From an optimization exercise on the open Yosys and OpenROAD flow, aimed at small area, a short achievable clock period and few clock cycles per item; shortcuts taken in it are not production practice. The RTL was checked by simulation tests, not by an equivalence proof against the original design. Power figures rest on the tool's default switching activity, not on a simulated workload.

===== flow/run.sh =====
#!/bin/bash
# synth_recipe.tcl (not shown) runs the flow's synth.tcl, then flattens the netlist and writes it again
# the make line also repeats each setting of config.mk as NAME=value (left out here)
make -C /OpenROAD-flow-scripts/flow DESIGN_CONFIG=/design/flow/config.mk WORK_HOME=/design/flow/orfs CLKGATE_MAP_FILE= SYNTH_SCRIPT=/design/flow/synth_recipe.tcl finish

===== flow/config.mk =====
export PLATFORM = sky130hd
export DESIGN_NAME = hdrs_dec
export DESIGN_NICKNAME = hdrs_dec
export VERILOG_FILES = /design/flow/design.v
export SDC_FILE = /design/flow/constraint.sdc
export NUM_CORES = 4
export LEC_CHECK = 0
export CAP_MARGIN = 20
export CORE_MARGIN = 2
export CORE_UTILIZATION = 40
export PLACE_DENSITY = 0.6
export SLEW_MARGIN = 20

===== flow/constraint.sdc =====
create_clock -name core_clock -period 8.0 [get_ports {clk}]
set_input_delay 1.6000 -clock core_clock [delete_from_list [all_inputs] [get_ports {clk}]]
set_output_delay 1.6000 -clock core_clock [all_outputs]
set_load 0.01 [all_outputs]

===== flow/design.v =====
module hdrs_dec (
    input  wire        clk,
    input  wire        rst,
    input  wire        cmd_valid,
    output wire        cmd_ready,
    input  wire        cmd_op,         
    input  wire        cmd_crc_init,   
    input  wire [4:0]  cmd_nsym,
    input  wire        in_valid,
    output wire        in_ready,
    input  wire [7:0]  in_data,
    output wire        val_valid,
    input  wire        val_ready,
    output wire [31:0] val_data,
    output wire        done,
    output wire [1:0]  done_code,      
    output wire [3:0]  done_sym,
    output wire [9:0]  done_info,
    output wire [4:0]  done_count,
    output wire [6:0]  done_bytes,
    output wire [31:0] done_crc
);
    function [31:0] crc_update;
        input [31:0] st;
        input [7:0]  b;
        integer k;
        reg [31:0] c;
        begin
            c = st ^ {24'd0, b};
            for (k = 0; k < 8; k = k + 1)
                c = c[0] ? ((c >> 1) ^ 32'hEDB88320) : (c >> 1);
            crc_update = c;
        end
    endfunction
    function [3:0] popc8;
        input [7:0] v;
        integer k;
        begin
            popc8 = 4'd0;
            for (k = 0; k < 8; k = k + 1)
                popc8 = popc8 + {3'd0, v[k]};
        end
    endfunction
    localparam PS_IDLE = 3'd0;
    localparam PS_BM0  = 3'd1;
    localparam PS_BM1  = 3'd2;
    localparam PS_FLD  = 3'd3;
    localparam PS_WRD  = 3'd4;
    localparam PS_STOP = 3'd5;
    localparam TK_DELTA = 2'd1;
    localparam TK_WORD  = 2'd2;
    localparam TK_ERR   = 2'd3;
    reg        err;                  
    reg        q_valid, q_op, q_init, q_bad, q_itk;
    reg [4:0]  q_n;
    reg        itk_active, itk_exact, itk_initp, itk_ref;
    reg [9:0]  itk_lb;               
    reg [6:0]  itk_taken;            
    reg [31:0] crc;
    reg [31:0] crc_done;
    reg        crc_owed;             
    reg [7:0]  fb0, fb1, fb2, fb3;
    reg [2:0]  fc;
    reg [2:0]  ps;
    reg        p_op, p_init, p_itk;
    reg [4:0]  p_n;
    reg [4:0]  p_fl;                 
    reg [1:0]  p_k;
    reg [6:0]  p_bytes;
    reg [2:0]  bp;
    reg [4:0]  p_cnt;
    reg [23:0] acc;
    reg        p_selc;               
    reg [15:0] bq;
    reg        bq_valid;
    reg [4:0]  bq_n;
    reg        t_valid;
    reg [1:0]  t_kind;
    reg [7:0]  t_pay;
    reg [9:0]  t_pos;
    reg [31:0] w [0:15];
    reg        r_act;
    reg [15:0] r_bm;
    reg [4:0]  r_n;
    reg [4:0]  r_rem;
    reg [2:0]  r_waste;
    reg [1:0]  r_L;                  
    reg        vv, v_last;
    reg        done_r;
    reg [1:0]  d_code;
    reg [3:0]  d_sym;
    reg [9:0]  d_info;
    reg [4:0]  d_count;
    reg [6:0]  d_bytes;
    wire       p_busy   = (ps != PS_IDLE) && (ps != PS_STOP);
    wire [9:0] taken8   = {itk_taken, 3'b000};
    wire       can_cur  = itk_active && (taken8 < itk_lb);
    wire       cmpl     = itk_active && itk_exact && !(taken8 < itk_lb);
    wire       blk      = crc_owed && !done_r;
    wire       ev       = cmpl && !blk;
    wire       src_p    = p_busy && !p_itk;             
    wire       q_ok     = q_valid && !q_bad && !q_itk;
    wire       nxt_ok   = src_p || q_ok;
    wire       sw       = (!itk_active || ev) && nxt_ok;
    wire       n_op     = src_p ? p_op   : q_op;
    wire [4:0] n_n      = src_p ? p_n    : q_n;
    wire       n_init   = src_p ? p_init : q_init;
    wire       room     = (fc != 3'd4);
    wire [9:0] n_lb0    = n_op ? ((n_n > 5'd8) ? 10'd16 : 10'd8) : {n_n, 5'd0};
    assign in_ready = !err && room && (can_cur || sw);
    wire   in_fire  = in_valid && in_ready;
    assign cmd_ready = !q_valid && !err;
    wire   cmd_fire  = cmd_valid && cmd_ready;
    wire [23:0] w24  = {fb0, fb1, fb2};
    wire [23:0] wsh  = w24 << bp;
    wire [9:0]  W    = wsh[23:14];
    wire [5:0]  av   = {fc, 3'b000} - {3'd0, bp};
    wire        has2  = (av >= 6'd2);
    wire        has6  = (av >= 6'd6);
    wire        has8  = (av >= 6'd8);
    wire        has10 = (av >= 6'd10);
    wire [7:0]  byte_rev;
    genvar gi;
    generate
        for (gi = 0; gi < 8; gi = gi + 1) begin : g_rev
            assign byte_rev[gi] = W[9 - gi];
        end
    endgenerate
    wire [7:0]  m0, m1;
    generate
        for (gi = 0; gi < 8; gi = gi + 1) begin : g_mask
            assign m0[gi] = (gi < p_n);
            assign m1[gi] = (gi + 8 < p_n);
        end
    endgenerate
    wire [7:0]  bm_in = byte_rev & ((ps == PS_BM0) ? m0 : m1);
    wire [3:0]  bm_pc = popc8(bm_in);
    wire [4:0]  fl_bm = (ps == PS_BM0) ? {1'b0, bm_pc} : (p_fl + {1'b0, bm_pc});
    wire        t_take;
    wire        bq_take;
    wire        t_free  = !t_valid || t_take;
    wire        bq_free = !bq_valid || bq_take;
    wire        drained = !itk_active && !t_valid && !bq_valid && !r_act && !vv &&
                          !done_r && !crc_owed;
    reg         p_go;
    reg  [3:0]  cons;
    reg         rec_end;         
    reg         emit;
    reg  [1:0]  e_kind;
    reg  [7:0]  e_pay;
    reg  [9:0]  lb_add;
    reg         set_exact;
    reg         acc_sh;
    reg         load_q;
    reg         refuse;
    reg         bq_set;
    reg  [2:0]  ps_n;
    wire        last_fl = (p_fl == 5'd1);
    wire        q_load_ok = q_valid && !q_bad && bq_free;
    always @(*) begin
        p_go      = 1'b0;
        cons      = 4'd0;
        rec_end   = 1'b0;
        emit      = 1'b0;
        e_kind    = TK_DELTA;
        e_pay     = W[7:0];
        lb_add    = 10'd0;
        set_exact = 1'b0;
        acc_sh    = 1'b0;
        load_q    = 1'b0;
        refuse    = 1'b0;
        bq_set    = 1'b0;
        ps_n      = ps;
        case (ps)
            PS_IDLE: begin
                if (q_load_ok)
                    load_q = 1'b1;
                else if (q_valid && q_bad && drained)
                    refuse = 1'b1;
            end
            PS_BM0, PS_BM1: begin
                if (has8) begin
                    p_go   = 1'b1;
                    cons   = 4'd8;
                    lb_add = {4'd0, bm_pc, 1'b0} + {5'd0, bm_pc, 1'b0} + {5'd0, bm_pc, 1'b0};
                    if (ps == PS_BM0 && p_n > 5'd8) begin
                        ps_n = PS_BM1;
                    end else begin
                        bq_set = 1'b1;
                        if (fl_bm == 5'd0) begin
                            rec_end   = 1'b1;
                            set_exact = 1'b1;
                        end else begin
                            ps_n = PS_FLD;
                        end
                    end
                end
            end
            PS_FLD: begin
                case (W[9:8])
                    2'b00: if (t_free && has6) begin
                        p_go = 1'b1; emit = 1'b1; cons = 4'd6;
                        e_pay = {{4{W[7]}}, W[7:4]};
                        rec_end = last_fl;
                    end
                    2'b01: if (t_free && has10) begin
                        p_go = 1'b1; emit = 1'b1; cons = 4'd10;
                        rec_end = last_fl;
                    end
                    2'b10: if (t_free && has10) begin
                        p_go = 1'b1; cons = 4'd10;
                        acc_sh = 1'b1;
                        ps_n = PS_WRD;
                    end
                    default: if (t_free && has2) begin
                        p_go = 1'b1; emit = 1'b1; cons = 4'd2;
                        e_kind = TK_ERR;
                        ps_n = PS_STOP;
                    end
                endcase
                if (has2 && !p_selc) begin
                    lb_add = (W[9:8] == 2'b01) ? 10'd4 : ((W[9:8] == 2'b10) ? 10'd28 : 10'd0);
                    set_exact = last_fl;
                end
            end
            PS_WRD: begin
                if (t_free && has8) begin
                    p_go = 1'b1;
                    cons = 4'd8;
                    if (p_k == 2'd3) begin
                        emit = 1'b1;
                        e_kind = TK_WORD;
                        e_pay = W[9:2];
                        rec_end = last_fl;
                        if (!last_fl) ps_n = p_op ? PS_FLD : PS_WRD;
                    end else begin
                        acc_sh = 1'b1;
                    end
                end
            end
            default: ;
        endcase
        if (rec_end) begin
            if (q_load_ok && !bq_set)
                load_q = 1'b1;
            else
                ps_n = PS_IDLE;
        end
        if (err) begin
            p_go = 1'b0; emit = 1'b0; load_q = 1'b0; refuse = 1'b0; acc_sh = 1'b0;
            set_exact = 1'b0; lb_add = 10'd0; bq_set = 1'b0; rec_end = 1'b0;
        end
    end
    wire [4:0] psum  = {2'd0, bp} + {1'b0, cons};
    wire [1:0] pops  = rec_end ? ((psum + 5'd7) >> 3) : (psum >> 3);
    wire [2:0] bp_n  = rec_end ? 3'd0 : psum[2:0];
    wire q_itk_n = q_itk || (sw && !src_p);
    wire [31:0] head = (r_L == 2'd2) ? w[0] : ((r_L == 2'd1) ? w[4] : w[8]);
    wire [32:0] xs   = {head[31], head} + {{25{t_pay[7]}}, t_pay};
    wire        ovf  = (xs[32] != xs[31]);
    wire [31:0] nv   = (t_kind == TK_WORD) ? {acc, t_pay} : xs[31:0];
    wire ring_free = !vv || val_ready;
    wire val_fire  = vv && val_ready;
    wire is_sym    = (r_rem != 5'd0);
    wire need_tok  = is_sym && r_bm[0];
    wire tok_bad   = (t_kind == TK_ERR) || ((t_kind == TK_DELTA) && ovf);
    wire step      = !err && r_act && ring_free && (!need_tok || (t_valid && !tok_bad));
    wire err_ev    = !err && r_act && ring_free && need_tok && t_valid && tok_bad &&
                     !(vv && v_last);
    wire use_tok   = step && need_tok;
    assign t_take  = use_tok;
    wire rec_last  = is_sym ? ((r_rem == 5'd1) && (r_waste == 3'd0)) : (r_waste == 3'd1);
    wire r_end     = step && rec_last;
    wire r_load    = bq_valid && (!r_act || r_end) && !err;
    assign bq_take = r_load;
    assign val_valid  = vv;
    assign val_data   = w[15];
    assign done       = done_r;
    assign done_code  = d_code;
    assign done_sym   = d_sym;
    assign done_info  = d_info;
    assign done_count = d_count;
    assign done_bytes = d_bytes;
    assign done_crc   = ~crc_done;
    integer i;
    always @(posedge clk) begin
        if (step) begin
            for (i = 0; i < 15; i = i + 1)
                w[i] <= w[i + 1];
            w[15] <= use_tok ? nv : head;
        end
        begin : fifo_data
            reg [7:0] s0, s1, s2, s3;
            reg [2:0] fcp;
            s0 = fb0; s1 = fb1; s2 = fb2; s3 = fb3;
            case (pops)
                2'd1: begin s0 = fb1; s1 = fb2; s2 = fb3; end
                2'd2: begin s0 = fb2; s1 = fb3; end
                2'd3: begin s0 = fb3; end
                default: ;
            endcase
            fcp = fc - {1'b0, pops};
            if (in_fire) begin
                case (fcp)
                    3'd0: s0 = in_data;
                    3'd1: s1 = in_data;
                    3'd2: s2 = in_data;
                    default: s3 = in_data;
                endcase
            end
            fb0 <= s0; fb1 <= s1; fb2 <= s2; fb3 <= s3;
        end
        if (acc_sh)
            acc <= {acc[15:0], (ps == PS_WRD) ? W[9:2] : W[7:0]};
        if (emit) begin
            t_kind <= e_kind;
            t_pay  <= e_pay;
            t_pos  <= {p_bytes, bp};
        end
        if (bq_set) begin
            bq   <= (ps == PS_BM0) ? {8'd0, bm_in} : {bm_in, bq[7:0]};
            bq_n <= p_n;
        end else if (ps == PS_BM0 && p_go) begin
            bq[7:0] <= bm_in;
        end
        if (load_q && !q_op) begin
            for (i = 0; i < 16; i = i + 1)
                bq[i] <= (i < q_n);
            bq_n <= q_n;
        end
        if (r_load) begin
            r_bm  <= bq;
            r_n   <= bq_n;
            r_rem <= bq_n;
            if (bq_n > 5'd12) begin
                r_L <= 2'd2; r_waste <= 3'd0 - bq_n[2:0];         
            end else if (bq_n > 5'd8) begin
                r_L <= 2'd1; r_waste <= 3'd4 - bq_n[2:0];         
            end else begin
                r_L <= 2'd0; r_waste <= 3'd0 - bq_n[2:0];         
            end
        end else if (step) begin
            r_bm <= r_bm >> 1;
            if (is_sym) r_rem <= r_rem - 5'd1;
            else        r_waste <= r_waste - 3'd1;
        end
        if (rst) begin
            err        <= 1'b0;
            q_valid    <= 1'b0;
            q_itk      <= 1'b0;
            itk_active <= 1'b0;
            itk_exact  <= 1'b0;
            itk_initp  <= 1'b0;
            crc        <= 32'hFFFFFFFF;
            crc_done   <= 32'hFFFFFFFF;
            crc_owed   <= 1'b0;
            fc         <= 3'd0;
            bp         <= 3'd0;
            ps         <= PS_IDLE;
            p_itk      <= 1'b0;
            p_selc     <= 1'b0;
            bq_valid   <= 1'b0;
            t_valid    <= 1'b0;
            r_act      <= 1'b0;
            vv         <= 1'b0;
            v_last     <= 1'b0;
            done_r     <= 1'b0;
        end else begin
            if (cmd_fire) begin
                q_valid <= 1'b1;
                q_op    <= cmd_op;
                q_n     <= cmd_nsym;
                q_init  <= cmd_crc_init;
                q_bad   <= (cmd_nsym == 5'd0) || (cmd_nsym > 5'd16);
                q_itk   <= 1'b0;
            end else if (sw && !src_p) begin
                q_itk   <= 1'b1;
            end
            if (sw) begin
                itk_active <= 1'b1;
                itk_lb     <= n_lb0;
                itk_exact  <= !n_op;
                itk_ref    <= !n_op;
                if (in_fire) begin
                    itk_taken <= 7'd1;
                    crc       <= crc_update(n_init ? 32'hFFFFFFFF : crc, in_data);
                    itk_initp <= 1'b0;
                end else begin
                    itk_taken <= 7'd0;
                    itk_initp <= n_init;
                end
            end else begin
                if (ev)
                    itk_active <= 1'b0;
                if (in_fire) begin
                    itk_taken <= itk_taken + 7'd1;
                    crc       <= crc_update(itk_initp ? 32'hFFFFFFFF : crc, in_data);
                    itk_initp <= 1'b0;
                end
                itk_lb <= itk_lb + lb_add;
                if (set_exact)
                    itk_exact <= 1'b1;
            end
            if (ev) begin
                crc_done <= crc;
                d_bytes  <= itk_taken;
                d_count  <= itk_ref ? 5'd0 : p_cnt;
                d_code   <= 2'd0;
            end
            if (ev)
                crc_owed <= 1'b1;
            else if (done_r)
                crc_owed <= 1'b0;
            fc <= fc - {1'b0, pops} + {2'd0, in_fire};
            bp <= bp_n;
            if (p_go)
                p_bytes <= p_bytes + {5'd0, pops};
            ps <= ps_n;
            if (sw && src_p)
                p_itk <= 1'b1;
            if (p_go && (ps == PS_BM0 || ps == PS_BM1)) begin
                p_fl  <= fl_bm;
                p_cnt <= fl_bm;
            end
            if (ps == PS_FLD || ps == PS_WRD)
                p_selc <= (ps == PS_FLD) ? (has2 && !p_go) : 1'b0;
            if (ps == PS_WRD && p_go)
                p_k <= p_k + 2'd1;
            if (ps == PS_FLD && acc_sh)
                p_k <= 2'd1;
            if (emit)
                p_fl <= p_fl - 5'd1;
            if (bq_set)
                bq_valid <= 1'b1;
            else if (bq_take)
                bq_valid <= 1'b0;
            if (refuse) begin
                q_valid <= 1'b0;
                d_code  <= 2'd1;
                d_count <= 5'd0;
            end
            if (load_q) begin
                q_valid <= 1'b0;
                q_itk   <= 1'b0;
                p_itk   <= q_itk_n;
                p_op    <= q_op;
                p_n     <= q_n;
                p_init  <= q_init;
                p_bytes <= 7'd0;
                p_k     <= 2'd0;
                p_selc  <= 1'b0;
                if (q_op) begin
                    ps <= PS_BM0;
                end else begin
                    ps       <= PS_WRD;
                    p_fl     <= q_n;
                    bq_valid <= 1'b1;
                end
            end
            if (emit)
                t_valid <= 1'b1;
            else if (t_take)
                t_valid <= 1'b0;
            if (r_load)
                r_act <= 1'b1;
            else if (r_end)
                r_act <= 1'b0;
            if (step && is_sym) begin
                vv     <= 1'b1;
                v_last <= (r_rem == 5'd1);
            end else if (val_fire) begin
                vv     <= 1'b0;
                v_last <= 1'b0;
            end
            done_r <= (val_fire && v_last) || err_ev || refuse;
            if (err_ev) begin
                err    <= 1'b1;
                d_code <= 2'd2;
                d_sym  <= r_n[3:0] - r_rem[3:0];
                d_info <= t_pos;
            end
        end
    end
endmodule

==> impl_metrics.tcl <==
set metrics [dict create \
    utilization 0.465 \
    cts_tree "built" \
    ys.flop_type "edfxtp_1" \
    cts.path.max_buffers 3 \
    cts_inserted_buffers 84 \
    drt-met1-wl_um 34900 \
    required_ns 8.54 \
    crit_type "flip-flop to flip-flop" \
    ys_ff_latch 803 \
    setup_violations 0 \
    nets 2974 \
    start_util 0.402 \
    routedWlPerCell_um 19.6 \
    finClkSkew_ns 0.0485 \
    min_period_over_period 0.960 \
    finalHoldViolCount 0 \
    cts_sinks 803 \
    synth.cell_area_mm2 0.0353 \
    die_w_um 301 \
    min_period_ns 7.68 \
    synth_edf_count 692 \
    firstDrtPassIters 8 \
    synth_cells 2723 \
    gr-usage-all-layers 0.176 \
    area_growth_syn_to_layout_pct 15.7 \
    ys_warn_count 2 \
    grt_setup_unrepaired "false" \
    drive_gt1_frac 0.102 \
    async_flop_share 0 \
    slew_violations 0 \
    met2_length_um 39200 \
    h-tree-depth 3 \
    placed_area_mm2 0.0380 \
    placementRows 109 \
    worstHoldPathType "flip-flop to flip-flop" \
    final_cell_area_mm2 0.0409 \
    peakVddDrop_mv 0.270 \
    antenna_found_initial 0 \
    startpoint_type "flip-flop" \
    diodes 0 \
    cp-end-kind "flip-flop" \
    grt_max_degree 96 \
    crit_arrival_ns 8.22 \
    relSlewSlack 0.228 \
    core_area_mm2 0.0880 \
    p_leak_nw 14.6 \
    synthesis.nets 2844 \
    hpwl_um 54200 \
    wl_met3_um 3420 \
    drc_errors 0 \
    crit_top_cell "fa_1" \
    root_buffer "clkbuf_16" \
    gr-total-overflow 0 \
    highest_layer "met4" \
    grt_pass1_vias 21600 \
    vias 21600 \
    synth_cell_types 89 \
    gp_congestion 0.885 \
    outcome "complete, no violations" \
    fp.dieArea_mm2 0.0907 \
    ys_seq_area_frac 0.651 \
    wl_um 80000 \
    pin_count 116 \
    first_iter_violations 1783 \
    clkLatencyLatePin_ns 0.67 \
    power_density_mw_per_mm2 326 \
    cts_hold_buf 0 \
    io_buffers 114 \
    tightest_slew_ns 1.15 \
    drv_cap 0 \
    cp_slowest_cell "or4_4" \
    fmax_mhz 130 \
    via_per_inst 5.28 \
    die_y_um 301 \
    crit_fanout 8 \
    grt_pass1_wl_um 124000 \
    drtAntennaViolNets 0 \
    clk_pin_slew_ns 0.06 \
    syn_area_per_cell_um2 13.0 \
    slowest_delay_ns 0.61 \
]
critical path, delay by kind of cell, from the launching register on:
| kind | cells | cell delay, ns |
|---|---|---|
| adder cells (fa/ha/maj) | 9 | 3.71 |
| XOR/XNOR | 2 | 0.34 |
| multiplexers | 1 | 0.33 |
| buffers and inverters | 5 | 0.47 |
| AND/OR/NAND/NOR | 6 | 1.52 |
| flip-flops | 1 | 0.33 |
| AO/OA/AOI/OAI | 5 | 0.87 |
registers in the layout, summed over array words and instances, names as in the netlist, 7 cells and up:
| name | cells |
|---|---|
| fb0 | 8 |
| itk_taken | 7 |
| crc | 32 |
| fb2 | 8 |
| fb3 | 8 |
| d_bytes | 7 |
| t_pos | 9 |
| acc | 24 |
| w | 512 |
| itk_lb | 9 |
| crc_done | 32 |
| t_pay | 8 |
| r_bm | 16 |
| d_info | 9 |
| fb1 | 8 |
| bq | 16 |
| p_bytes | 7 |
Yosys cell counts, types with 22 or more instances:
| library cell | n | area [um2] |
|---|---|---|
| nand3_1 | 49 | 245 |
| inv_1 | 112 | 420 |
| nor2b_1 | 49 | 307 |
| clkbuf_1 | 95 | 357 |
| mux2i_1 | 60 | 601 |
| a21o_1 | 31 | 233 |
| o21ai_0 | 122 | 611 |
| mux2_2 | 53 | 597 |
| dfxtp_1 | 111 | 2220 |
| edfxtp_1 | 692 | 20800 |
| nand2_1 | 216 | 811 |
| nor3_1 | 32 | 160 |
| o211ai_1 | 60 | 450 |
| a21oi_1 | 179 | 896 |
| nor2_1 | 193 | 724 |
| a211oi_1 | 48 | 360 |
| ha_1 | 89 | 1110 |
| xor2_1 | 64 | 561 |
| xnor2_1 | 152 | 1330 |
| and2_1 | 22 | 138 |
where the power goes:
part           total, W  switching (W)  internal, W
Sequential      0.00528       0.000321      0.00496
Clock           0.00398        0.00166      0.00232
Combinational   0.00406        0.00230      0.00175
through the flow:
step | power [W] | std cells | hold WS (ns) | setup TNS (ns) | setup slack (ns)
finish | 0.0133 | 4085 | 0.392 | 0 | 0.317
global route | 0.0141 | 4085 | 0.399 | 0 | 0.000933
CTS | 0.0134 | 4082 | 0.390 | 0 | 0.0258
detailed placement | 0.00936 | 3929 | 0.405 | -5.64 | -0.342
global placement | 0.00928 | 3929 | 0.400 | -0.849 | -0.136
floorplan | 0.00828 | 2723 | 0.400 | 0 | 0.0300
area by class of cell:
class,count,area (um2)
inverters,114,428
clock buffers,98,2160
flip-flops and latches,803,23000
fillers,7850,47100
repair buffers,180,1720
clock inverters,55,657
well taps,1165,1460
multi-input cells,1670,11400
layout by cell type (no fill, tap or decap), types with 48 or more instances in the layout:
master           Yosys  routed
o211ai_1            60      60
clkbuf_16            0      84
nor2_1             193     190
xnor2_1            152     152
ha_1                89      89
nor2b_1             49      48
a21oi_1            179     178
o21ai_0            122     121
buf_4                7      58
nand2_1            216     214
nand3_1             49      49
mux2_2              53      53
xor2_1              64      63
mux2i_1             60      60
clkdlybuf4s50_1      0     113
inv_1              112     111
dfxtp_1            111     110
edfxtp_1           692     692
cell families after synthesis:
logic type,Yosys count,synth area share
xor+xnor,225,0.0582
simple gates,640,0.0832
compound gates,586,0.106
buf+inv,250,0.0282
mux,116,0.0349
other cells,1,0.000106
fa+ha+maj,102,0.0386
flops,803,0.651
path summary, 6_finish.rpt:
| path | start | to | slack, ns | depth (start not counted) |
|---|---|---|---|---|
| max reg2reg | ps[2]$_SDFF_PP0_ | fb0[4]$_DFF_P_ | 0.32 | 28 |
| max | ps[2]$_SDFF_PP0_ | fb0[4]$_DFF_P_ | 0.32 | 28 |
| min reg2reg | w[14][6]$_DFFE_PN_ | w[13][6]$_DFFE_PN_ | 0.39 | 0 |
| min | w[14][6]$_DFFE_PN_ | w[13][6]$_DFFE_PN_ | 0.39 | 0 |
per-layer routing:
| metal | vias up | GRT usage |
|---|---|---|
| li1 | 10200 | - |
| met1 | 10700 | 0.230 |
| met2 | 518 | 0.294 |
| met3 | 155 | 0.0316 |
| met4 | 0 | 0.0610 |
| met5 | - | 0 |
repair_timing:
action	4_1_cts	5_1_grt
buffers inserted	0	1
gates resized for setup	6	6
setup endpoints to repair	32	33
pin swaps	0	2
Testbench counts, summed over its fixed seeds: cycles 15,712, symbols 9,235.

==> what the ideal ports hide <==
The flow's constraints put no driver on any port. The routed layout listed below was extracted and timed again, unchanged, in two steps. Step 1 sets driving cells, clkbuf_16 on the clock port and buf_2 on the other inputs (assumed; they add their load-dependent delay and slew). Step 2 adds t to the input delays and takes it off the output delays; t is the mean of the earliest and latest rising clock arrival at the registers after step 1. Input paths then give back, and output paths get back, about the clock's delay inside the block. a / b / c = ideal / step 1 / step 2; a / b = the first two.
shift t [ns]: 0.710
slack for setup (ns): 0.317 / 0.317 / 0.317
worst register clock-pin slew, ns: 0.07 / 0.07
worst data-port slew with drivers (ns): 0.06
pins driven straight from the clock port: 1
After both steps this run still meets setup and hold. For this run, drivers alone change the setup slack by 0.000 ns; drivers and shift together by 0.000 ns.
